This is an optimization exercise on Yosys and OpenROAD, whose aim is small area, a short achievable clock period and few clock cycles, not a production implementation.
The RTL was checked by simulation tests, not by an equivalence proof against the original design.
Power is estimated from default activity; no workload was simulated.

===== run.sh =====
#!/bin/bash
# synth_recipe.tcl (not shown) runs the flow's synth.tcl, then flattens the netlist and writes it again
# the make line also repeats each setting of config.mk as NAME=value (left out here)
make -C /OpenROAD-flow-scripts/flow DESIGN_CONFIG=/design/flow/config.mk WORK_HOME=/design/flow/orfs CLKGATE_MAP_FILE= SYNTH_SCRIPT=/design/flow/synth_recipe.tcl finish

===== config.mk =====
export PLATFORM = sky130hd
export DESIGN_NAME = dither_core
export DESIGN_NICKNAME = dither_core
export VERILOG_FILES = /design/flow/design.v
export SDC_FILE = /design/flow/constraint.sdc
export NUM_CORES = 4
export LEC_CHECK = 0
export CAP_MARGIN = 20
export CORE_MARGIN = 2
export CORE_UTILIZATION = 40
export PLACE_DENSITY = 0.6
export SLEW_MARGIN = 20

===== constraint.sdc =====
create_clock -name core_clock -period 40.0 [get_ports {clk}]
set_input_delay 8.0000 -clock core_clock [delete_from_list [all_inputs] [get_ports {clk}]]
set_output_delay 8.0000 -clock core_clock [all_outputs]
set_load 0.01 [all_outputs]

===== design.v =====
module dither_core (
    input             clk,
    input             rst,
    input             reg_we,
    input      [2:0]  reg_addr,
    input      [31:0] reg_wdata,
    output reg [31:0] reg_rdata,
    output     [31:0] src_addr,
    input      [7:0]  src_data,
    output     [31:0] dst_raddr,
    input      [7:0]  dst_rdata,
    output            dst_we,
    output     [31:0] dst_waddr,
    output     [7:0]  dst_wdata,
    output            rnd_take,
    input      [8:0]  rnd_data
);
    localparam OP_FIXTHR   = 4'h1;
    localparam OP_NOISETHR = 4'h2;
    localparam OP_RANDOM   = 4'h3;
    localparam OP_PATTERN  = 4'h4;
    localparam OP_ORDERED  = 4'h5;
    localparam OP_SIMPLEED = 4'h6;
    localparam OP_FSED     = 4'h7;
    localparam OP_SATADD   = 4'h8;
    localparam OP_TMRD     = 4'h9;
    localparam OP_PBRD     = 4'hA;
    localparam OP_CMPTHR   = 4'hB;
    localparam E_NONE       = 3'd0;
    localparam E_ILLEGAL    = 3'd1;
    localparam E_SELECTOR   = 3'd2;
    localparam E_DEGENERATE = 3'd3;
    localparam E_INDEX      = 3'd4;
    localparam [2:0] X_IDLE = 3'd0;
    localparam [2:0] X_RUN  = 3'd1;    
    localparam [2:0] X_LAST = 3'd2;    
    localparam [2:0] X_FPRO = 3'd3;    
    localparam [2:0] X_FA   = 3'd4;    
    localparam [2:0] X_FB   = 3'd5;    
    localparam [2:0] X_PAT  = 3'd6;    
    localparam [1:0] B_L = 2'd0;       
    localparam [1:0] B_U = 2'd1;       
    localparam [1:0] B_D = 2'd2;       
    localparam [1:0] M_STAY = 2'd0;
    localparam [1:0] M_INC  = 2'd1;
    localparam [1:0] M_B    = 2'd2;
    localparam [5:0] P_F1 = 6'd0,  P_F2 = 6'd1,  P_F3 = 6'd2,  P_F4 = 6'd3,
                     P_F5 = 6'd4,  P_F6 = 6'd5,  P_F7 = 6'd6,  P_F8 = 6'd7,
                     P_F9 = 6'd8,  P_S1F = 6'd9,
                     P_I1 = 6'd10, P_I2 = 6'd11, P_I3 = 6'd12, P_I4 = 6'd13,
                     P_I5 = 6'd14, P_I6 = 6'd15, P_S1I = 6'd16,
                     P_S1B = 6'd17, P_S2 = 6'd18, P_S2B = 6'd19, P_S3 = 6'd20,
                     P_S4 = 6'd21, P_L1 = 6'd22, P_L2O = 6'd23, P_L2OLB = 6'd24,
                     P_U3 = 6'd25, P_U4 = 6'd26, P_L2E = 6'd27, P_L3E = 6'd28,
                     P_L4E = 6'd29, P_L5E = 6'd30, P_V5 = 6'd31, P_V6 = 6'd32,
                     P_V7 = 6'd33, P_V8 = 6'd34;
    function [7:0] sat_add;
        input [7:0] base;
        input [8:0] d;
        reg   [9:0] sum;
        begin
            sum = {2'b00, base} + {d[8], d};
            if (sum[9])
                sat_add = 8'd0;
            else if (sum[8])
                sat_add = 8'd255;
            else
                sat_add = sum[7:0];
        end
    endfunction
    function [6:0] tm;
        input [2:0] sel;
        input [2:0] r;
        input [2:0] c;
        begin
            case (sel)
                3'd0: begin
                    case ({r[0], c[0]})
                        2'b00: tm = 7'd1;
                        2'b01: tm = 7'd3;
                        2'b10: tm = 7'd4;
                        default: tm = 7'd2;
                    endcase
                end
                3'd1: begin
                    case ({r[1:0], c[1:0]})
                        4'h0: tm = 7'd1;  4'h1: tm = 7'd9;  4'h2: tm = 7'd3;  4'h3: tm = 7'd11;
                        4'h4: tm = 7'd13; 4'h5: tm = 7'd5;  4'h6: tm = 7'd15; 4'h7: tm = 7'd7;
                        4'h8: tm = 7'd4;  4'h9: tm = 7'd12; 4'hA: tm = 7'd2;  4'hB: tm = 7'd10;
                        4'hC: tm = 7'd16; 4'hD: tm = 7'd8;  4'hE: tm = 7'd14; default: tm = 7'd6;
                    endcase
                end
                3'd2: begin
                    case ({r, c})
                        6'o00: tm = 7'd1;  6'o01: tm = 7'd33; 6'o02: tm = 7'd9;  6'o03: tm = 7'd41;
                        6'o04: tm = 7'd3;  6'o05: tm = 7'd35; 6'o06: tm = 7'd11; 6'o07: tm = 7'd43;
                        6'o10: tm = 7'd49; 6'o11: tm = 7'd17; 6'o12: tm = 7'd57; 6'o13: tm = 7'd25;
                        6'o14: tm = 7'd51; 6'o15: tm = 7'd19; 6'o16: tm = 7'd59; 6'o17: tm = 7'd27;
                        6'o20: tm = 7'd13; 6'o21: tm = 7'd45; 6'o22: tm = 7'd5;  6'o23: tm = 7'd37;
                        6'o24: tm = 7'd15; 6'o25: tm = 7'd47; 6'o26: tm = 7'd7;  6'o27: tm = 7'd39;
                        6'o30: tm = 7'd61; 6'o31: tm = 7'd29; 6'o32: tm = 7'd53; 6'o33: tm = 7'd21;
                        6'o34: tm = 7'd63; 6'o35: tm = 7'd31; 6'o36: tm = 7'd55; 6'o37: tm = 7'd23;
                        6'o40: tm = 7'd4;  6'o41: tm = 7'd36; 6'o42: tm = 7'd12; 6'o43: tm = 7'd44;
                        6'o44: tm = 7'd2;  6'o45: tm = 7'd34; 6'o46: tm = 7'd10; 6'o47: tm = 7'd42;
                        6'o50: tm = 7'd52; 6'o51: tm = 7'd20; 6'o52: tm = 7'd60; 6'o53: tm = 7'd28;
                        6'o54: tm = 7'd50; 6'o55: tm = 7'd18; 6'o56: tm = 7'd58; 6'o57: tm = 7'd26;
                        6'o60: tm = 7'd16; 6'o61: tm = 7'd48; 6'o62: tm = 7'd8;  6'o63: tm = 7'd40;
                        6'o64: tm = 7'd14; 6'o65: tm = 7'd46; 6'o66: tm = 7'd6;  6'o67: tm = 7'd38;
                        6'o70: tm = 7'd64; 6'o71: tm = 7'd32; 6'o72: tm = 7'd56; 6'o73: tm = 7'd24;
                        6'o74: tm = 7'd62; 6'o75: tm = 7'd30; 6'o76: tm = 7'd54; default: tm = 7'd22;
                    endcase
                end
                3'd3: begin
                    case ({r[1:0], c[1:0]})
                        4'h0: tm = 7'd8; 4'h1: tm = 7'd3; 4'h2: tm = 7'd4;
                        4'h4: tm = 7'd6; 4'h5: tm = 7'd1; 4'h6: tm = 7'd2;
                        4'h8: tm = 7'd7; 4'h9: tm = 7'd5; default: tm = 7'd9;
                    endcase
                end
                default: begin
                    case ({r[1:0], c[1:0]})
                        4'h0: tm = 7'd1; 4'h1: tm = 7'd7; 4'h2: tm = 7'd4;
                        4'h4: tm = 7'd5; 4'h5: tm = 7'd8; 4'h6: tm = 7'd3;
                        4'h8: tm = 7'd6; 4'h9: tm = 7'd2; default: tm = 7'd9;
                    endcase
                end
            endcase
        end
    endfunction
    function [1:0] mod3;
        input [7:0] x;
        reg   [3:0] t;
        begin
            t = {2'b00, x[1:0]} + {2'b00, x[3:2]} + {2'b00, x[5:4]} + {2'b00, x[7:6]};
            case (t)
                4'd0, 4'd3, 4'd6, 4'd9, 4'd12: mod3 = 2'd0;
                4'd1, 4'd4, 4'd7, 4'd10:       mod3 = 2'd1;
                default:                       mod3 = 2'd2;
            endcase
        end
    endfunction
    function [7:0] ord_thr;
        input [2:0] sel;
        input [6:0] t;
        begin
            case (sel)
                3'd0:    ord_thr = (t[2])   ? 8'd255 : {t[1:0], 6'd0};
                3'd1:    ord_thr = (t[4])   ? 8'd255 : {t[3:0], 4'd0};
                3'd2:    ord_thr = (t[6])   ? 8'd255 : {t[5:0], 2'd0};
                default: begin
                    case (t[3:0])
                        4'd1: ord_thr = 8'd29;
                        4'd2: ord_thr = 8'd57;
                        4'd3: ord_thr = 8'd85;
                        4'd4: ord_thr = 8'd114;
                        4'd5: ord_thr = 8'd142;
                        4'd6: ord_thr = 8'd170;
                        4'd7: ord_thr = 8'd199;
                        4'd8: ord_thr = 8'd227;
                        default: ord_thr = 8'd255;
                    endcase
                end
            endcase
        end
    endfunction
    function [7:0] qerr;
        input [7:0] v;
        begin
            if (v < 8'd127)
                qerr = v;
            else
                qerr = v + 8'd1;     
        end
    endfunction
    function [8:0] fs_frac;
        input [3:0] k;
        input [7:0] e;
        reg signed [12:0] p;
        reg signed [12:0] q;
        begin
            p = $signed({{5{e[7]}}, e}) * $signed({9'd0, k});
            q = (p + (p[12] ? 13'sd15 : 13'sd0)) >>> 4;
            fs_frac = q[8:0];
        end
    endfunction
    function [3:0] bucket;
        input [11:0] sm;
        begin
            if      (sm <= 12'd225)  bucket = 4'd0;
            else if (sm <= 12'd450)  bucket = 4'd1;
            else if (sm <= 12'd675)  bucket = 4'd2;
            else if (sm <= 12'd900)  bucket = 4'd3;
            else if (sm <= 12'd1125) bucket = 4'd4;
            else if (sm <= 12'd1350) bucket = 4'd5;
            else if (sm <= 12'd1575) bucket = 4'd6;
            else if (sm <= 12'd1800) bucket = 4'd7;
            else if (sm <= 12'd2025) bucket = 4'd8;
            else                     bucket = 4'd9;
        end
    endfunction
    reg [31:0] cmd;
    reg [15:0] width;
    reg [15:0] height;
    reg [7:0]  res;
    reg        busy, done, err, ovr;
    reg [2:0]  code;
    reg [2:0]  xst;
    reg [5:0]  pst;
    reg [1:0]  pend;           
    reg [31:0] a;
    reg [15:0] xr;             
    reg [15:0] yr;             
    reg [1:0]  xs;             
    reg        row0;           
    reg [2:0]  xm, ym;         
    reg [7:0]  s;              
    reg        wbit;           
    reg        wen;            
    reg [7:0]  e;              
    reg [7:0]  va, vb;         
    reg [7:0]  t1;             
    reg [11:0] psum;
    reg [9:0]  csum;
    reg [3:0]  pk;
    wire [3:0] op  = cmd[3:0];
    wire [2:0] sel = cmd[6:4];
    wire [7:0] thr_t = cmd[15:8];
    wire [3:0] w_op = reg_wdata[3:0];
    reg [31:0] w_mask;
    reg        w_legal;
    always @(*) begin
        w_legal = 1'b1;
        case (w_op)
            OP_FIXTHR:   w_mask = 32'hFFFF_00FF;
            OP_NOISETHR: w_mask = 32'hFF00_00FF;
            OP_RANDOM:   w_mask = 32'hFFFF_FFFF;
            OP_PATTERN:  w_mask = 32'hFFFF_FF8F;
            OP_ORDERED:  w_mask = 32'hFFFF_FF8F;
            OP_SIMPLEED: w_mask = 32'hFFFF_FFFF;
            OP_FSED:     w_mask = 32'hFFFF_FFFF;
            OP_SATADD:   w_mask = 32'hFE00_00FF;
            OP_TMRD:     w_mask = 32'hFF00_008F;
            OP_PBRD:     w_mask = 32'hFFF0_F08F;
            OP_CMPTHR:   w_mask = 32'hFF00_00FF;
            default: begin
                w_mask  = 32'hFFFF_FFFF;
                w_legal = 1'b0;
            end
        endcase
        if ((reg_wdata & w_mask) != {28'd0, w_op})
            w_legal = 1'b0;
    end
    wire [2:0] w_sel   = reg_wdata[6:4];
    wire [7:0] w_f1    = reg_wdata[15:8];
    wire [7:0] w_f2    = reg_wdata[23:16];
    wire [8:0] w_delta = reg_wdata[24:16];
    wire [3:0] w_idx   = reg_wdata[11:8];
    wire [1:0] w_r     = reg_wdata[17:16];
    wire [1:0] w_c     = reg_wdata[19:18];
    wire       w_filter = (w_op >= OP_FIXTHR) && (w_op <= OP_FSED);
    reg [2:0] w_row, w_col;
    always @(*) begin
        case (w_sel)
            3'd0:    begin w_row = {2'b00, w_f1[0]};   w_col = {2'b00, w_f2[0]};   end
            3'd1:    begin w_row = {1'b0, w_f1[1:0]};  w_col = {1'b0, w_f2[1:0]};  end
            3'd2:    begin w_row = w_f1[2:0];          w_col = w_f2[2:0];          end
            default: begin w_row = {1'b0, mod3(w_f1)}; w_col = {1'b0, mod3(w_f2)}; end
        endcase
    end
    wire lw    = (xr[15:3] == 13'd0) && (xr[2:0] <= 3'd4);    
    wire lb    = (yr[15:3] == 13'd0) && (yr[2:0] <= 3'd4);    
    wire w_odd = width[0];
    wire h_odd = height[0];
    reg        p_we;           
    reg        p_copy;         
    reg [1:0]  p_r, p_c;       
    reg [1:0]  p_b;
    reg [1:0]  p_mv;
    reg [5:0]  p_nx;
    always @(*) begin
        p_we = 1'b0; p_copy = 1'b0; p_r = 2'd1; p_c = 2'd2;
        p_b = B_L; p_mv = M_STAY; p_nx = pst;
        case (pst)
            P_F1: begin p_we = (pend != 2'd0); p_copy = pend[1];
                        p_mv = M_INC; p_nx = P_F2; end
            P_F2: begin p_mv = M_INC; p_nx = P_F3; end
            P_F3: begin p_b = B_D; p_mv = M_B; p_nx = P_F4; end
            P_F4: begin p_b = B_D; p_mv = M_B; p_nx = P_F5; end
            P_F5: begin p_b = B_L; p_mv = M_B; p_nx = P_F6; end
            P_F6: begin p_b = B_U; p_mv = M_B; p_nx = P_F7; end
            P_F7: begin p_b = B_L; p_mv = M_B; p_nx = P_F8; end
            P_F8: begin p_b = B_D; p_mv = M_B; p_nx = P_F9; end
            P_F9: begin p_mv = M_STAY; p_nx = P_S1F; end
            P_S1F: begin p_we = 1'b1; p_r = 2'd1; p_c = 2'd0; p_b = B_U; p_mv = M_B;
                         p_nx = lb ? P_S1B : P_S2; end
            P_I1: begin p_b = B_U; p_mv = M_B; p_nx = P_I2; end
            P_I2: begin p_mv = M_INC; p_nx = P_I3; end
            P_I3: begin p_b = B_D; p_mv = M_B; p_nx = P_I4; end
            P_I4: begin p_b = B_D; p_mv = M_B; p_nx = P_I5; end
            P_I5: begin p_b = B_L; p_mv = M_B; p_nx = P_I6; end
            P_I6: begin p_b = B_U; p_mv = M_B; p_nx = P_S1I; end
            P_S1I: begin p_we = 1'b1; p_r = 2'd1; p_c = 2'd0; p_b = B_L; p_mv = M_B;
                         p_nx = lb ? P_S1B : P_S2; end
            P_S1B: begin p_we = 1'b1; p_r = 2'd2; p_c = 2'd0; p_b = B_D; p_mv = M_STAY;
                         p_nx = P_S2; end
            P_S2: begin p_we = 1'b1; p_r = 2'd0; p_c = 2'd0; p_b = B_U; p_mv = M_INC;
                        p_nx = lb ? P_S2B : P_S3; end
            P_S2B: begin p_we = 1'b1; p_r = 2'd2; p_c = 2'd1; p_b = B_D; p_mv = M_STAY;
                         p_nx = P_S3; end
            P_S3: begin p_we = 1'b1; p_r = 2'd0; p_c = 2'd1; p_b = B_U; p_mv = M_INC;
                        p_nx = lw ? P_L1 : P_S4; end
            P_S4: begin p_we = 1'b1; p_r = 2'd1; p_c = 2'd1; p_b = B_L; p_mv = M_INC;
                        p_nx = P_I1; end
            P_L1: begin p_we = 1'b1; p_r = 2'd1; p_c = 2'd1; p_b = B_L; p_mv = M_STAY;
                        p_nx = w_odd ? (lb ? P_L2OLB : P_L2O) : P_L2E; end
            P_L2O: begin p_we = 1'b1; p_r = 2'd0; p_c = 2'd2; p_b = B_U; p_mv = M_INC;
                         p_nx = P_F1; end
            P_L2OLB: begin p_we = 1'b1; p_r = 2'd0; p_c = 2'd2; p_b = B_U; p_mv = M_STAY;
                           p_nx = P_U3; end
            P_U3: begin p_we = 1'b1; p_r = 2'd2; p_c = 2'd2; p_b = B_D; p_mv = M_B;
                        p_nx = P_U4; end
            P_U4: begin p_we = 1'b1; p_r = 2'd1; p_c = 2'd2; p_b = B_U; p_mv = M_INC;
                        p_nx = P_F1; end
            P_L2E: begin p_we = 1'b1; p_r = 2'd0; p_c = 2'd2; p_b = B_U; p_mv = M_B;
                         p_nx = P_L3E; end
            P_L3E: begin p_we = 1'b1; p_r = 2'd1; p_c = 2'd2; p_b = B_D; p_mv = M_INC;
                         p_nx = P_L4E; end
            P_L4E: begin p_b = B_D; p_mv = M_B; p_nx = lb ? P_V5 : P_L5E; end
            P_L5E: begin p_we = 1'b1; p_copy = 1'b1; p_b = B_U; p_mv = M_INC;
                         p_nx = P_F1; end
            P_V5: begin p_we = 1'b1; p_copy = 1'b1; p_b = B_U; p_mv = M_STAY;
                        p_nx = P_V6; end
            P_V6: begin p_b = B_D; p_mv = M_B; p_nx = P_V7; end
            P_V7: begin p_we = 1'b1; p_copy = 1'b1; p_b = B_U; p_mv = M_STAY;
                        p_nx = P_V8; end
            P_V8: begin p_we = 1'b1; p_r = 2'd2; p_c = 2'd2; p_b = B_L; p_mv = M_INC;
                        p_nx = P_F1; end
            default: ;
        endcase
    end
    reg [2:0] rom_sel, rom_r, rom_c;
    always @(*) begin
        if (xst == X_PAT) begin
            rom_sel = sel[0] ? 3'd4 : 3'd3;
            rom_r   = {1'b0, p_r};
            rom_c   = {1'b0, p_c};
        end else if (busy) begin
            rom_sel = sel;
            rom_r   = ym;
            rom_c   = xm;
        end else if (w_op == OP_PBRD) begin
            rom_sel = w_sel[0] ? 3'd4 : 3'd3;
            rom_r   = {1'b0, w_r};
            rom_c   = {1'b0, w_c};
        end else begin
            rom_sel = w_sel;
            rom_r   = w_row;
            rom_c   = w_col;
        end
    end
    wire [6:0] rom_v  = tm(rom_sel, rom_r, rom_c);
    wire [3:0] pb_k   = (xst == X_PAT) ? pk : w_idx;
    wire       pb_bit = ({3'd0, pb_k} >= rom_v);
    wire [2:0] nm1 = (sel == 3'd0) ? 3'd1 : (sel == 3'd1) ? 3'd3 : (sel == 3'd2) ? 3'd7 : 3'd2;
    wire [7:0] othr = ord_thr(sel, rom_v);
    wire signed [10:0] noisy = $signed({3'b000, src_data}) + $signed({{2{rnd_data[8]}}, rnd_data});
    wire [7:0] sed_v = sat_add(src_data, {e[7], e});
    reg pix_bit;
    always @(*) begin
        case (op)
            OP_NOISETHR: pix_bit = !(noisy < $signed({3'b000, thr_t}));
            OP_RANDOM:   pix_bit = (src_data >= rnd_data[7:0]);
            OP_ORDERED:  pix_bit = (src_data >= othr);
            OP_SIMPLEED: pix_bit = (sed_v >= 8'd127);
            default:     pix_bit = (src_data >= thr_t);
        endcase
    end
    wire x_ge1 = (xs != 2'd0);
    wire x_ge2 = xs[1];
    wire xr_ge2 = (xr[15:1] != 15'd0);                     
    wire xr_ge3 = (xr[15:2] != 14'd0) || (xr[1:0] == 2'd3);  
    wire yr_ge2 = (yr[15:1] != 15'd0);                     
    wire [8:0] c1 = x_ge2 ? fs_frac(4'd1, qerr(vb)) : 9'd0;
    wire [8:0] c5 = (x_ge1 && xr_ge2) ? fs_frac(4'd5, qerr(va)) : 9'd0;
    wire [7:0] t1_n = sat_add(sat_add(s, c1), c5);
    wire       fa_we = xr_ge3;
    wire [8:0] c3 = (!row0 && xr_ge3) ? fs_frac(4'd3, qerr(va)) : 9'd0;
    wire [8:0] c7 = fs_frac(4'd7, e);
    wire [7:0] fb_p = sat_add(row0 ? s : t1, c3);
    wire [7:0] fb_v = sat_add(fb_p, c7);
    wire       fb_o = (fb_v >= 8'd127);
    wire       fb_dif = x_ge1 && xr_ge2 && yr_ge2;
    reg [1:0] bsel;
    always @(*) begin
        case (xst)
            X_FA:    bsel = B_U;
            X_PAT:   bsel = p_b;
            default: bsel = B_L;
        endcase
    end
    wire [31:0] wext = {16'd0, width};
    wire [31:0] opnd = (bsel == B_D) ? wext : (bsel == B_U) ? ~wext : 32'hFFFF_FFFF;
    wire        cin  = (bsel == B_U);
    wire [32:0] bsum = {a, 1'b1} + {opnd, cin};
    wire [31:0] b    = bsum[32:1];
    reg        we_c;
    reg [7:0]  wd_c;
    always @(*) begin
        we_c = 1'b0;
        wd_c = {8{wbit}};
        case (xst)
            X_RUN, X_LAST: begin
                we_c = wen;
                wd_c = (op == OP_PATTERN) ? s : {8{wbit}};
            end
            X_FA: begin
                we_c = fa_we;
                wd_c = {8{dst_rdata >= 8'd127}};
            end
            X_FB: begin
                we_c = 1'b1;
                wd_c = fb_dif ? fb_v : {8{fb_o}};
            end
            X_PAT: begin
                we_c = p_we;
                wd_c = p_copy ? s : {8{pb_bit}};
            end
            default: ;
        endcase
    end
    assign src_addr  = a;
    assign dst_raddr = b;
    assign dst_waddr = b;
    assign dst_we    = we_c;
    assign dst_wdata = wd_c;
    assign rnd_take  = (xst == X_RUN) && ((op == OP_NOISETHR) || (op == OP_RANDOM));
    always @(*) begin
        case (reg_addr)
            3'd0:    reg_rdata = cmd;
            3'd1:    reg_rdata = {25'd0, code, ovr, err, done, busy};
            3'd2:    reg_rdata = {16'd0, width};
            3'd3:    reg_rdata = {16'd0, height};
            3'd4:    reg_rdata = {24'd0, res};
            default: reg_rdata = 32'd0;
        endcase
    end
    wire last_col = (xr == 16'd1);
    wire last_row = (yr == 16'd1);
    wire [2:0] xm_n = (xm == nm1) ? 3'd0 : xm + 3'd1;
    wire [2:0] ym_n = (ym == nm1) ? 3'd0 : ym + 3'd1;
    wire start_ok = reg_we && (reg_addr == 3'd0) && !busy && w_legal && w_filter &&
                    !((w_op == OP_PATTERN && w_sel > 3'd1) || (w_op == OP_ORDERED && w_sel > 3'd4)) &&
                    (width != 16'd0) && (height != 16'd0);
    always @(posedge clk) begin
        if (start_ok) begin
            a    <= 32'd0;
            xr   <= width;
            yr   <= height;
            xs   <= 2'd0;
            row0 <= 1'b1;
            xm   <= 3'd0;
            ym   <= 3'd0;
            e    <= 8'd0;
            wen  <= 1'b0;
            pend <= 2'd0;
            pst  <= P_F1;
        end else begin
            case (xst)
                X_RUN: begin
                    a    <= a + 32'd1;
                    s    <= src_data;
                    wbit <= pix_bit;
                    wen  <= 1'b1;
                    if (last_col) begin
                        xr <= width;
                        yr <= yr - 16'd1;
                        xm <= 3'd0;
                        ym <= ym_n;
                        e  <= 8'd0;
                    end else begin
                        xr <= xr - 16'd1;
                        xm <= xm_n;
                        e  <= qerr(sed_v);
                    end
                end
                X_FPRO: begin
                    a <= a + 32'd1;
                    s <= src_data;
                end
                X_FA: begin
                    vb <= va;
                    va <= dst_rdata;
                    t1 <= t1_n;
                end
                X_FB: begin
                    a <= a + 32'd1;
                    s <= src_data;
                    e <= fb_dif ? qerr(fb_v) : 8'd0;
                    if (last_col) begin
                        xr   <= width;
                        yr   <= yr - 16'd1;
                        xs   <= 2'd0;
                        row0 <= 1'b0;
                    end else begin
                        xr <= xr - 16'd1;
                        xs <= xs[1] ? 2'd2 : xs + 2'd1;
                    end
                end
                X_PAT: begin
                    s   <= src_data;
                    pst <= p_nx;
                    case (p_mv)
                        M_INC: a <= a + 32'd1;
                        M_B:   a <= b;
                        default: ;
                    endcase
                    case (pst)
                        P_F1: psum <= {4'd0, src_data};
                        P_I1: psum <= {2'd0, csum} + {4'd0, src_data};
                        P_F2, P_F3, P_F4, P_F5, P_F6, P_F7, P_F8,
                        P_I2, P_I3, P_I4, P_I5:
                              psum <= psum + {4'd0, src_data};
                        default: ;
                    endcase
                    case (pst)
                        P_F3, P_I3: csum <= {2'd0, src_data};
                        P_F4, P_F5, P_I4, P_I5: csum <= csum + {2'd0, src_data};
                        default: ;
                    endcase
                    if (pst == P_F9 || pst == P_I6)
                        pk <= bucket(psum + {4'd0, src_data});
                    if (pst == P_F1)
                        pend <= 2'd0;
                    if (pst == P_S4)
                        xr <= xr - 16'd2;
                    if (pst == P_L2O || pst == P_L5E) begin
                        xr   <= width;
                        yr   <= yr - 16'd2;
                        pend <= (pst == P_L2O) ? 2'd1 : 2'd2;
                    end
                    if (pst == P_U4 || pst == P_V8) begin
                        xr  <= width;
                        yr  <= 16'd1;
                        wen <= (pst == P_V8);
                    end
                end
                default: ;
            endcase
        end
    end
    always @(posedge clk) begin
        if (rst) begin
            cmd    <= 32'd0;
            width  <= 16'd0;
            height <= 16'd0;
            res    <= 8'd0;
            busy   <= 1'b0;
            done   <= 1'b0;
            err    <= 1'b0;
            ovr    <= 1'b0;
            code   <= E_NONE;
            xst    <= X_IDLE;
        end else begin
            if (reg_we) begin
                case (reg_addr)
                    3'd0: begin
                        if (busy) begin
                            ovr <= 1'b1;
                        end else begin
                            cmd  <= reg_wdata;
                            done <= 1'b0;
                            err  <= 1'b0;
                            code <= E_NONE;
                            ovr  <= 1'b0;
                            if (!w_legal) begin
                                err <= 1'b1; code <= E_ILLEGAL; done <= 1'b1;
                            end else if (!w_filter) begin
                                case (w_op)
                                    OP_SATADD: begin
                                        res  <= sat_add(w_f1, w_delta);
                                        done <= 1'b1;
                                    end
                                    OP_CMPTHR: begin
                                        res  <= (w_f2 < w_f1) ? 8'd0 : 8'd255;
                                        done <= 1'b1;
                                    end
                                    OP_TMRD: begin
                                        if (w_sel > 3'd4) begin
                                            err <= 1'b1; code <= E_SELECTOR; done <= 1'b1;
                                        end else begin
                                            res  <= {1'b0, rom_v};
                                            done <= 1'b1;
                                        end
                                    end
                                    default: begin  
                                        if (w_sel > 3'd1) begin
                                            err <= 1'b1; code <= E_SELECTOR; done <= 1'b1;
                                        end else if (w_idx > 4'd9 || w_r == 2'd3 || w_c == 2'd3) begin
                                            err <= 1'b1; code <= E_INDEX; done <= 1'b1;
                                        end else begin
                                            res  <= {8{pb_bit}};
                                            done <= 1'b1;
                                        end
                                    end
                                endcase
                            end else begin
                                if ((w_op == OP_PATTERN && w_sel > 3'd1) ||
                                    (w_op == OP_ORDERED && w_sel > 3'd4)) begin
                                    err <= 1'b1; code <= E_SELECTOR; done <= 1'b1;
                                end else if (width == 16'd0 || height == 16'd0) begin
                                    err <= 1'b1; code <= E_DEGENERATE; done <= 1'b1;
                                end else begin
                                    busy <= 1'b1;
                                    if (w_op == OP_FSED)
                                        xst <= X_FPRO;
                                    else if (w_op == OP_PATTERN && width >= 16'd3 && height >= 16'd3)
                                        xst <= X_PAT;
                                    else
                                        xst <= X_RUN;
                                end
                            end
                        end
                    end
                    3'd2: begin
                        if (busy) ovr <= 1'b1;
                        else      width <= reg_wdata[15:0];
                    end
                    3'd3: begin
                        if (busy) ovr <= 1'b1;
                        else      height <= reg_wdata[15:0];
                    end
                    default: ;
                endcase
            end
            case (xst)
                X_RUN: begin
                    if (last_col && last_row)
                        xst <= X_LAST;
                end
                X_LAST: begin
                    busy <= 1'b0;
                    done <= 1'b1;
                    xst  <= X_IDLE;
                end
                X_FPRO: xst <= X_FB;
                X_FA:   xst <= X_FB;
                X_FB: begin
                    if (last_col && last_row) begin
                        busy <= 1'b0;
                        done <= 1'b1;
                        xst  <= X_IDLE;
                    end else if (last_col || !row0) begin
                        xst <= X_FA;
                    end
                end
                X_PAT: begin
                    if (pst == P_U4) begin
                        if (h_odd) begin
                            busy <= 1'b0;
                            done <= 1'b1;
                            xst  <= X_IDLE;
                        end else
                            xst <= X_RUN;
                    end else if (pst == P_V8) begin
                        xst <= h_odd ? X_LAST : X_RUN;
                    end
                end
                default: ;
            endcase
        end
    end
endmodule

==> run summary, run 1 <==
run status no timing/DRC/antenna violations; remaining global-route overflow 0; P&R area growth vs syn 15.1%; first-pass GRT wire length ~130000 um; slowest cell on the critical path clkdlybuf4s50_1; cts bufs inserted 30; Worst-Margin Slew 1.07 ns; TNS Setup 0 ns; worst-path fanout max 14; CP startpoint kind primary input; iteration-0 DRC count of the detailed router approximately 2200; RSZ-0062 raised after global routing no; NumNets Final between 3000 and 4000; Hold Crit Class register to register; EDFF count, synth slightly above 90; main area contributors after synthesis ha_1 (13%), dfxtp_1 (12%), edfxtp_1 (11%); final wirelength 81000 um; synth warn 1; Pre-antenna DRT Iters 6; total clock sinks 231; DRC viols 0; CTS Buffer Depth 3; Core Area 60100 sq um; synth cell count leaders nand2_1 (383), a21oi_1 (322), nor2_1 (266); Seq. cell area 5540 sq um; Max Transition Viols Final 0; IO Port Bufs 200; Synth Area in Compound Gates 26.6%; Post-Synthesis Net Count 3475; Seq/Total Area, Yosys between 20 and 25%; Post-Synth XOR/XNOR Area 6.15%; CP arrival 15.35 ns; Synth Area in Simple Gates 21.1%; count leader, synth nand2_1; ys async rst share 0%; CTS Hold Buffers Added 0; Synth cell types 109; synthesis-stage register bit count about 230; GPL Wtd Cong 0.926; Post-Synthesis Cells 3144; Final Hold Fails 0; CTS HTree Levels 1; Layout fillers between 5000 and 6000; Root Buffer Master clkbuf_16; fmax 42.8 MHz; main combinational cell family by area after synthesis compound AO/OA/AOI/OAI gates; crit-path max cell delay 0.77 ns; # setup viols final 0; Die Wd between 200 and 250 um; Via density 5.91; PD cells 59.0 nW/um^2; CP delay by family, top compound AO/OA/AOI/OAI gates; CP endpoint kind output port; Synth area leader ha_1; adder-cell area share of the yosys netlist 14.7%; worst skew pair latency 0.58 ns; dominant synthesized flop cell dfxtp_1; layout cells sized above 1 ~5.7%; worst hold margin ~0.46 ns; mux share of post-synthesis cell area 2.34%; Post-Syn Area 24200 sq um; antenna violation net count after detailed routing 0; cells along the critical path clkdlybuf4s50_1 > fa_1 > fa_1 > ha_1 > fa_1 > nand2_1 > o221a_2 > o221ai_1 > a21o_1 > inv_2 > ha_1 > o21ai_0 > o21bai_1 > o31a_1 > ha_1 > nand2b_1 > a21o_1 > a21o_1 > a21oi_1 > nor3_2 > o21ai_1 > nand2_1 > a221o_1 > clkdlybuf4s50_1; Row Count 90; Reg clk slew, reported paths 0.06 ns; Ports 201; Post-CTS Setup Repair Bufs 0; vias in the first global route 23000; Req. time, crit path 32.00 ns; hpwl dp ~63000 um; Die H 250 um; Setup Skew about 0.027 ns; initial antenna violation count 2; WP buf/inv 3; total track usage 24.9%; Crit Path Category primary input to output port; DIE AREA 62500 sq um; cts repair resizes 0; largest net degree at the start of global routing 83; post-layout min period 23.35 ns; vias post-DR 24000; Starting Density 40.2%; Slew HR 27.8%; Max IR drop VDD 0.0000881 V; syn_area_per_cell between 7 and 8 sq um; area of the multi-input gates 17200 sq um; Max Cap Violations 0; P_leak 10.8 nW; WL/cell 19.9 um; Tcrit/Tclk final 58.4%; CTS tree built; n_diodes 0; share of the synthesized area in the top cell type 12.5%
[sequential cells by signal, summed over array words and instances (netlist names), 6 cells and up]
register / flops
yr: 16
a: 32
pst: 6
csum: 10
cmd: 32
va: 8
xr: 16
e: 8
psum: 12
width: 16
t1: 8
vb: 8
height: 16
res: 8
s: 8
[kinds of logic (layout without fill, tap and decap cells)]
kind of cell | count (synthesis) | after routing
simple gates | 1080 | 1080
compound gates | 1000 | 1000
buf+inv | 346 | 486
fa+ha+maj | 270 | 270
xor+xnor | 167 | 167
mux | 50 | 50
flops | 231 | 231
[worst paths after layout]
check                              end  cells past startpoint                 start  slack, ns
setup / recovery          dst_wdata[5]                     24          reg_wdata[8]      16.65
hold / removal    cmd[21]$_SDFFE_PP0P_                      2  cmd[21]$_SDFFE_PP0P_       0.46
setup reg to reg     e[5]$_SDFFE_PP0N_                     42       va[0]$_DFFE_PP_      30.23
hold reg to reg   cmd[21]$_SDFFE_PP0P_                      2  cmd[21]$_SDFFE_PP0P_       0.46
[cell type report]
type | instances | share of cell area [%]
inverters | 187 | 2.54
well taps | 782 | 3.51
repair buffers | 243 | 8.33
clock buffers | 43 | 3.32
flip-flops and latches | 231 | 19.9
clock inverters | 13 | 0.611
multi-input cells | 2567 | 61.8
[power breakdown]
part           switching [mW]  leakage, nW  internal (mW)  total [mW]
Clock                   0.114        0.535          0.181       0.295
Combinational           0.641         8.33          0.421        1.06
Sequential             0.0267         1.94          0.261       0.288
Total                   0.781         10.8          0.864        1.64
[layout by cell type, fill, tap and decap left out, types with 11 or more instances in the layout]
| cell | synthesis | routed |
|---|---|---|
| a21oi_1 | 322 | 321 |
| nor3b_1 | 13 | 13 |
| nand4_1 | 23 | 23 |
| o22ai_1 | 28 | 28 |
| inv_1 | 182 | 182 |
| nor3_1 | 62 | 59 |
| o31ai_1 | 24 | 24 |
| a221oi_1 | 13 | 13 |
| o21a_1 | 31 | 31 |
| nor4_1 | 30 | 30 |
| o21ai_0 | 202 | 200 |
| mux2i_1 | 15 | 15 |
| clkdlybuf4s50_1 | 0 | 199 |
| o211ai_1 | 14 | 14 |
| xnor2_1 | 101 | 101 |
| a211oi_1 | 20 | 20 |
| a21o_1 | 73 | 73 |
| a221o_1 | 13 | 13 |
| o221ai_1 | 11 | 11 |
| o21bai_1 | 28 | 28 |
| o21ai_1 | 16 | 18 |
| edfxtp_1 | 91 | 91 |
| dfxtp_1 | 140 | 140 |
| nand2_1 | 383 | 382 |
| xor2_1 | 64 | 64 |
| nor2_1 | 266 | 264 |
| nor2b_1 | 45 | 45 |
| fa_1 | 26 | 26 |
| a22oi_1 | 47 | 47 |
| nand2b_1 | 37 | 37 |
| or3_1 | 22 | 22 |
| and2_1 | 42 | 42 |
| and3_1 | 24 | 24 |
| mux2_2 | 32 | 32 |
| clkbuf_16 | 0 | 35 |
| a31oi_1 | 32 | 32 |
| nand3_1 | 72 | 71 |
| buf_4 | 37 | 42 |
| ha_1 | 242 | 242 |
[per-stage QoR]
stage	utilization [%]	cell area (sq um)	total power, mW	std cells	worst slack, ns
finish	46.3	27900	1.64	4066	16.65
global route	46.3	27900	1.78	4066	16.40
CTS	46.3	27800	1.64	4065	16.76
detailed placement	44.5	26800	1.33	4009	16.75
global placement	44.5	26800	1.31	4009	16.88
floorplan	-	24200	1.06	3144	19.11
[worst min-delay path: stages, from the launching register on]
cell	delay (ns)
dfxtp_1	0.31
nand2_1	0.05
a21oi_1	0.05
[metal layers]
layer  GRT usage, %  share of wire [%]  up-vias
met5              0              0.011        -
met4           7.32                2.9        2
met3           3.78                6.5      145
met2           41.8                 47      847
met1           32.9                 44    11400
li1               -                  -    11600
Testbench counts, summed over its fixed seeds: cycles 93,702.
==> run 2, diff against run 1 <==
--- a/design.v
+++ b/design.v
@@ -165,35 +165,71 @@
     endfunction
-    function [7:0] qerr;
-        input [7:0] v;
+    function [7:0] sa_pm;
+        input [7:0] base;
+        input       neg;
+        input [7:0] f;
+        reg   [8:0] sum;
         begin
-            if (v < 8'd127)
-                qerr = v;
+            sum = {1'b0, base} + {1'b0, f ^ {8{neg}}} + {8'd0, neg};
+            if (sum[8] ^ neg)
+                sa_pm = {8{~neg}};
             else
-                qerr = v + 8'd1;     
+                sa_pm = sum[7:0];
+        end
+    endfunction
+    function qneg;
+        input [7:0] v;
+        begin
+            qneg = (v > 8'd126);
+        end
+    endfunction
+    function [7:0] qmag;
+        input [7:0] v;
+        begin
+            qmag = (v > 8'd126) ? ~v : v;
+        end
+    endfunction
+    function [7:0] fs1;
+        input [7:0] m;
+        begin
+            fs1 = {4'd0, m[7:4]};
+        end
+    endfunction
+    function [7:0] fs3;
+        input [7:0] m;
+        reg [9:0] p;
+        begin
+            p = {2'b00, m} + {1'b0, m, 1'b0};
+            fs3 = {2'b00, p[9:4]};
         end
     endfunction
-    function [8:0] fs_frac;
-        input [3:0] k;
-        input [7:0] e;
-        reg signed [12:0] p;
-        reg signed [12:0] q;
+    function [7:0] fs5;
+        input [7:0] m;
+        reg [10:0] p;
         begin
-            p = $signed({{5{e[7]}}, e}) * $signed({9'd0, k});
-            q = (p + (p[12] ? 13'sd15 : 13'sd0)) >>> 4;
-            fs_frac = q[8:0];
+            p = {3'b000, m} + {1'b0, m, 2'b00};
+            fs5 = {1'b0, p[10:4]};
         end
     endfunction
-    function [3:0] bucket;
-        input [11:0] sm;
+    function [7:0] fs7;
+        input [7:0] m;
+        reg [10:0] p;
         begin
-            if      (sm <= 12'd225)  bucket = 4'd0;
-            else if (sm <= 12'd450)  bucket = 4'd1;
-            else if (sm <= 12'd675)  bucket = 4'd2;
-            else if (sm <= 12'd900)  bucket = 4'd3;
-            else if (sm <= 12'd1125) bucket = 4'd4;
-            else if (sm <= 12'd1350) bucket = 4'd5;
-            else if (sm <= 12'd1575) bucket = 4'd6;
-            else if (sm <= 12'd1800) bucket = 4'd7;
-            else if (sm <= 12'd2025) bucket = 4'd8;
-            else                     bucket = 4'd9;
+            p = {m, 3'b000} - {3'b000, m};
+            fs7 = {1'b0, p[10:4]};
+        end
+    endfunction
+    function [11:0] g225;
+        input [3:0] g;
+        begin
+            case (g)
+                4'd1: g225 = 12'd225;
+                4'd2: g225 = 12'd450;
+                4'd3: g225 = 12'd675;
+                4'd4: g225 = 12'd900;
+                4'd5: g225 = 12'd1125;
+                4'd6: g225 = 12'd1350;
+                4'd7: g225 = 12'd1575;
+                4'd8: g225 = 12'd1800;
+                default: g225 = 12'd2025;
+            endcase
         end
@@ -204,2 +240,3 @@
     reg [7:0]  res;
+    reg        res_pend;       
     reg        busy, done, err, ovr;
@@ -218,3 +255,4 @@
     reg        wen;            
-    reg [7:0]  e;              
+    reg        en;             
+    reg [7:0]  em;             
     reg [7:0]  va, vb;         
@@ -223,3 +261,2 @@
     reg [9:0]  csum;
-    reg [3:0]  pk;
     wire [3:0] op  = cmd[3:0];
@@ -260,9 +297,11 @@
     wire       w_filter = (w_op >= OP_FIXTHR) && (w_op <= OP_FSED);
-    reg [2:0] w_row, w_col;
+    wire [7:0] c_f1 = cmd[15:8];
+    wire [7:0] c_f2 = cmd[23:16];
+    reg [2:0] c_row, c_col;
     always @(*) begin
-        case (w_sel)
-            3'd0:    begin w_row = {2'b00, w_f1[0]};   w_col = {2'b00, w_f2[0]};   end
-            3'd1:    begin w_row = {1'b0, w_f1[1:0]};  w_col = {1'b0, w_f2[1:0]};  end
-            3'd2:    begin w_row = w_f1[2:0];          w_col = w_f2[2:0];          end
-            default: begin w_row = {1'b0, mod3(w_f1)}; w_col = {1'b0, mod3(w_f2)}; end
+        case (sel)
+            3'd0:    begin c_row = {2'b00, c_f1[0]};   c_col = {2'b00, c_f2[0]};   end
+            3'd1:    begin c_row = {1'b0, c_f1[1:0]};  c_col = {1'b0, c_f2[1:0]};  end
+            3'd2:    begin c_row = c_f1[2:0];          c_col = c_f2[2:0];          end
+            default: begin c_row = {1'b0, mod3(c_f1)}; c_col = {1'b0, mod3(c_f2)}; end
         endcase
@@ -350,10 +389,10 @@
             rom_c   = xm;
-        end else if (w_op == OP_PBRD) begin
-            rom_sel = w_sel[0] ? 3'd4 : 3'd3;
-            rom_r   = {1'b0, w_r};
-            rom_c   = {1'b0, w_c};
+        end else if (op == OP_PBRD) begin
+            rom_sel = sel[0] ? 3'd4 : 3'd3;
+            rom_r   = {1'b0, cmd[17:16]};
+            rom_c   = {1'b0, cmd[19:18]};
         end else begin
-            rom_sel = w_sel;
-            rom_r   = w_row;
-            rom_c   = w_col;
+            rom_sel = sel;
+            rom_r   = c_row;
+            rom_c   = c_col;
         end
@@ -361,4 +400,4 @@
     wire [6:0] rom_v  = tm(rom_sel, rom_r, rom_c);
-    wire [3:0] pb_k   = (xst == X_PAT) ? pk : w_idx;
-    wire       pb_bit = ({3'd0, pb_k} >= rom_v);
+    wire       pb_bit = (xst == X_PAT) ? (psum > g225(rom_v[3:0])) : ({3'd0, cmd[11:8]} >= rom_v);
+    wire [7:0] rom_res = (op == OP_TMRD) ? {1'b0, rom_v} : {8{pb_bit}};
     wire [2:0] nm1 = (sel == 3'd0) ? 3'd1 : (sel == 3'd1) ? 3'd3 : (sel == 3'd2) ? 3'd7 : 3'd2;
@@ -366,3 +405,3 @@
     wire signed [10:0] noisy = $signed({3'b000, src_data}) + $signed({{2{rnd_data[8]}}, rnd_data});
-    wire [7:0] sed_v = sat_add(src_data, {e[7], e});
+    wire [7:0] sed_v = sa_pm(src_data, en, em);
     reg pix_bit;
@@ -382,10 +421,10 @@
     wire yr_ge2 = (yr[15:1] != 15'd0);                     
-    wire [8:0] c1 = x_ge2 ? fs_frac(4'd1, qerr(vb)) : 9'd0;
-    wire [8:0] c5 = (x_ge1 && xr_ge2) ? fs_frac(4'd5, qerr(va)) : 9'd0;
-    wire [7:0] t1_n = sat_add(sat_add(s, c1), c5);
+    wire [7:0] c1 = x_ge2 ? fs1(qmag(vb)) : 8'd0;
+    wire [7:0] c5 = (x_ge1 && xr_ge2) ? fs5(qmag(va)) : 8'd0;
+    wire [7:0] t1_n = sa_pm(sa_pm(s, qneg(vb), c1), qneg(va), c5);
     wire       fa_we = xr_ge3;
-    wire [8:0] c3 = (!row0 && xr_ge3) ? fs_frac(4'd3, qerr(va)) : 9'd0;
-    wire [8:0] c7 = fs_frac(4'd7, e);
-    wire [7:0] fb_p = sat_add(row0 ? s : t1, c3);
-    wire [7:0] fb_v = sat_add(fb_p, c7);
+    wire [7:0] c3 = (!row0 && xr_ge3) ? fs3(qmag(va)) : 8'd0;
+    wire [7:0] c7 = fs7(em);
+    wire [7:0] fb_p = sa_pm(row0 ? s : t1, qneg(va), c3);
+    wire [7:0] fb_v = sa_pm(fb_p, en, c7);
     wire       fb_o = (fb_v >= 8'd127);
@@ -442,3 +481,3 @@
             3'd3:    reg_rdata = {16'd0, height};
-            3'd4:    reg_rdata = {24'd0, res};
+            3'd4:    reg_rdata = {24'd0, res_pend ? rom_res : res};
             default: reg_rdata = 32'd0;
@@ -462,3 +501,4 @@
             ym   <= 3'd0;
-            e    <= 8'd0;
+            en   <= 1'b0;
+            em   <= 8'd0;
             wen  <= 1'b0;
@@ -478,3 +518,3 @@
                         ym <= ym_n;
-                        e  <= 8'd0;
+                        em <= 8'd0;
                     end else begin
@@ -482,3 +522,4 @@
                         xm <= xm_n;
-                        e  <= qerr(sed_v);
+                        en <= qneg(sed_v);
+                        em <= qmag(sed_v);
                     end
@@ -497,3 +538,4 @@
                     s <= src_data;
-                    e <= fb_dif ? qerr(fb_v) : 8'd0;
+                    en <= qneg(fb_v);
+                    em <= fb_dif ? qmag(fb_v) : 8'd0;
                     if (last_col) begin
@@ -520,3 +562,3 @@
                         P_F2, P_F3, P_F4, P_F5, P_F6, P_F7, P_F8,
-                        P_I2, P_I3, P_I4, P_I5:
+                        P_I2, P_I3, P_I4, P_I5, P_F9, P_I6:
                               psum <= psum + {4'd0, src_data};
@@ -529,4 +571,2 @@
                     endcase
-                    if (pst == P_F9 || pst == P_I6)
-                        pk <= bucket(psum + {4'd0, src_data});
                     if (pst == P_F1)
@@ -556,2 +596,3 @@
             res    <= 8'd0;
+            res_pend <= 1'b0;
             busy   <= 1'b0;
@@ -563,2 +604,6 @@
         end else begin
+            if (res_pend) begin
+                res      <= rom_res;
+                res_pend <= 1'b0;
+            end
             if (reg_we) begin
@@ -590,3 +635,3 @@
                                         end else begin
-                                            res  <= {1'b0, rom_v};
+                                            res_pend <= 1'b1;
                                             done <= 1'b1;
@@ -600,3 +645,3 @@
                                         end else begin
-                                            res  <= {8{pb_bit}};
+                                            res_pend <= 1'b1;
                                             done <= 1'b1;
==> run 2 against run 1 <==
  * Still clean
  * Flip-flop and latch count decreased by 2
  * Combinational power decreased by 54%
  * Clock power increased by 2%
  * Die area decreased by 5.2%
  * Sequential share of layout area rose by 0.77 points
==> run summary, run 2 <==
Tcrit/Tclk final 46.9% (-11 points); hold path depth 2 (unchanged); CTS Hold Buffers Added 0 (unchanged); antenna violation net count after detailed routing 0 (unchanged); CTS HTree Levels 1 (unchanged); post-layout min period 18.75 ns (-4.60 ns); CP startpoint kind primary input; worst skew pair latency 0.60 ns (+0.02 ns); Post-CTS Setup Repair Bufs 0 (unchanged); Starting Density 40.6% (+0.35 points); PnR worst setup slack 21.25 ns (+4.60 ns); slowest cell on the critical path clkdlybuf4s50_1; crit-path max cell delay 0.83 ns (+0.06 ns); WL/cell 20.3 um (+2.1%); DRC viols 0 (unchanged); PD cells 40.0 nW/um^2 (-32%); Post-Synthesis Cells 2998 (-4.6%); cell count of the worst reg-to-reg path 35 (-17%); CP arrival 10.75 ns (-4.60 ns); cts bufs inserted 29 (-3.3%); EDFF count, synth 87 (-4.4%); Psw 0.412 mW (-47%); cells along the critical path clkdlybuf4s50_1 > nor2_1 > nand2_1 > o21ai_0 > clkdlybuf4s50_1; P&R area growth vs syn 15.2% (about the same); total clock sinks 229 (-0.87%); Max IR drop VDD 0.0000748 V (-15%); cts repair resizes 0 (unchanged); Via density 5.90 (-0.10%); Pre-antenna DRT Iters 6 (unchanged); CP delay by family, top buffers and inverters; Hold Crit Class register to register; Finished Layout Cells 3861 (-5.0%); area of the multi-input gates 16100 sq um (-6.5%); TNS Setup 0 ns (unchanged); Reg clk slew, reported paths 0.06 ns (about the same); Crit Path Category primary input to output port; n_diodes 0 (unchanged); total track usage 25.6% (+0.72 points); main area contributors after synthesis dfxtp_1 (12%), edfxtp_1 (11%), ha_1 (11%); vias in the first global route 21500 (-6.5%); largest registers a (32), cmd (32); Req. time, crit path 32.00 ns (about the same); internal power 0.644 mW (-25%); P_leak 10.3 nW (-4.8%); Core Area 56500 sq um (-6.0%); Layout fillers 5557 (-7.2%); IO Port Bufs 200 (unchanged); Comb pwr share 46.4% (-18 points); CTS Buffer Depth 3 (unchanged); Max Cap Violations 0 (unchanged); post-place setup slack 21.33 ns (+4.58 ns); ys async rst share 0% (unchanged); vias post-DR 22800 (-5.1%); final wirelength 78500 um (-3.0%); GPL Wtd Cong 0.982 (+6.1%); NumNets Final 3360 (-6.4%); run status no timing/DRC/antenna violations; Worst path most repeated cell clkdlybuf4s50_1; synth warn 1 (unchanged); Die Wd 243 um (-2.6%); Ports 201 (unchanged); share of the synthesized area in the top cell type 12.4% (-0.12 points); CP endpoint kind output port; Row Count 87 (-3.3%); remaining global-route overflow 0 (unchanged); most frequent cells in the layout nor2_1 (333), a21oi_1 (307), nand2_1 (295); switching part of the total 39.0% (-8.5 points); Synth area leader dfxtp_1; commonest non-fill, non-tap cell in the layout nor2_1; Synth cell types 105 (-3.7%); Slew HR 28.6% (+0.83 points); Max Transition Viols Final 0 (unchanged); Final Hold Fails 0 (unchanged); Die H 243 um (-2.6%); DIE AREA 59300 sq um (-5.2%); Stages on worst setup path 5 (-79%); Seq/Total Area, Yosys 23.8% (+0.92 points); fmax 53.3 MHz (+25%); Setup Skew 0.0170 ns (-0.0101 ns); WP buf/inv 2 (-1); largest net degree at the start of global routing 84 (+1.2%); Seq. cell area 5460 sq um (-1.4%); synthesis-stage register bit count 229 (-0.87%); initial antenna violation count 0 (-2); Cells after DPL 3806 (-5.1%); clock power share 28.5% (+11 points); Post-Synthesis Net Count 3276 (-5.7%); iteration-0 DRC count of the detailed router 2025 (-9.9%); CTS tree built; RSZ-0062 raised after global routing no; worst hold margin 0.456 ns (-0.00255 ns); Post-Syn Area 22900 sq um (-5.2%); synth cell count leaders nor2_1 (334), a21oi_1 (307), nand2_1 (295); count leader, synth nor2_1; first-pass GRT wire length 123000 um (-2.7%); Root Buffer Master clkbuf_16; part of the power in registers 25.1% (+7.6 points); hpwl dp 59000 um (-6.2%); # setup viols final 0 (unchanged); syn_area_per_cell 7.65 sq um (-0.62%); Worst-Margin Slew 1.06 ns (-0.00999 ns); fin util 46.8% (+0.45 points); dominant synthesized flop cell dfxtp_1; worst-path fanout max 21 (+7); layout cells sized above 1 5.76% (+0.10 points)
[run 2: cell types whose count changed after synthesis, sizes merged, moves of 17 or more]
cell,previous run,this run
a21oi,326,309
a22oi,47,17
clkbuf,93,111
ha,242,197
inv,185,150
mux2i,15,41
nand2,385,295
nor2,266,336
[run 2: path summary, 6_finish.rpt]
path / endpoint / start / slack (ns)
worst min register to register: cmd[7]$_SDFFE_PP0P_ / cmd[7]$_SDFFE_PP0P_ / 0.46
worst max-delay path: reg_rdata[7] / reg_addr[1] / 21.25
worst min-delay path: cmd[7]$_SDFFE_PP0P_ / cmd[7]$_SDFFE_PP0P_ / 0.46
worst max register to register: res[5]$_SDFF_PP0_ / cmd[17]$_SDFFE_PP0P_ / 30.60
[run 2: area by class of cell]
cell class | count | area share [%]
clock buffer | 34 | 2.94
clock inverter | 20 | 1.10
inverter | 151 | 2.14
multi-input combinational | 2432 | 60.9
sequential | 229 | 20.6
tap | 756 | 3.58
timing repair buffer | 239 | 8.66
[run 2: power by group through the flow]
stage	Sequential, mW	Clock (mW)	Combinational, mW
2_1_floorplan	0.265	0	0.368
6_report	0.265	0.301	0.490
4_1_cts	0.265	0.306	0.485
3_3_place_gp	0.270	0	0.471
3_5_place_dp	0.270	0	0.482
5_1_grt	0.266	0.313	0.537
[run 2: tightest hold or removal path: cells and delay by family (launching register included)]
family	cells	cell delay (ns)
flops	1	0.31
simple gates	1	0.05
compound gates	1	0.05
[run 2: kinds of logic after synthesis]
logic type,Yosys count,synth area share [%]
adder cells (fa/ha/maj),227,12.9
flip-flops,229,23.8
multiplexers,75,3.80
XOR/XNOR,159,6.11
AND/OR/NAND/NOR,1051,21.8
buffers and inverters,337,6.20
AO/OA/AOI/OAI,920,25.5
[run 2: metal layers]
layer | routed length (um) | track usage (%) | part of all wire (%)
met3 | 4600 | 2.91 | 5.9
met1 | 34900 | 34.6 | 44
met5 | 0 | 0 | 0
met2 | 36100 | 42.1 | 46
met4 | 2930 | 9.22 | 3.7
[run 2: per-stage QoR]
stage               area (sq um)  power, mW
floorplan                  22900      0.632
global placement           25300      0.741
detailed placement         25300      0.752
CTS                        26400       1.06
global route               26400       1.12
finish                     26400       1.06
Testbench counts of run 2, summed over its fixed seeds: cycles 93,702.

what the ideal ports hide:
The flow's constraints put no driver on any port. The routed layouts listed below were extracted and timed again, unchanged, in two steps.
Step 1 (the two cells are an assumption about what drives the block):
set clk [get_ports {clk}]
set_driving_cell -lib_cell sky130_fd_sc_hd__clkbuf_16 $clk
set_driving_cell -lib_cell sky130_fd_sc_hd__buf_2 [delete_from_list [all_inputs] $clk]
Step 2 times the ports against the registers' clock, not the clock port: input delays grow and output delays shrink by t, the midpoint of the rising clock arrivals with the driver on.
Slacks: no drivers / after step 1 / after step 2; pairs: no drivers / after step 1.
run	t (ns)	setup WS [ns]	worst hold slack (ns)	worst register clock-pin slew, ns
run 1	0.633	16.650 / 16.626 / 16.626	0.459 / 0.459 / 0.459	0.07 / 0.07
run 2	0.661	21.250 / 21.218 / 21.218	0.456 / 0.456 / 0.456	0.07 / 0.07
After both steps every run listed still meets setup and hold. The setup slack of run 2, which loses most, moves by -0.032 ns with the drivers and by -0.032 ns with both steps.
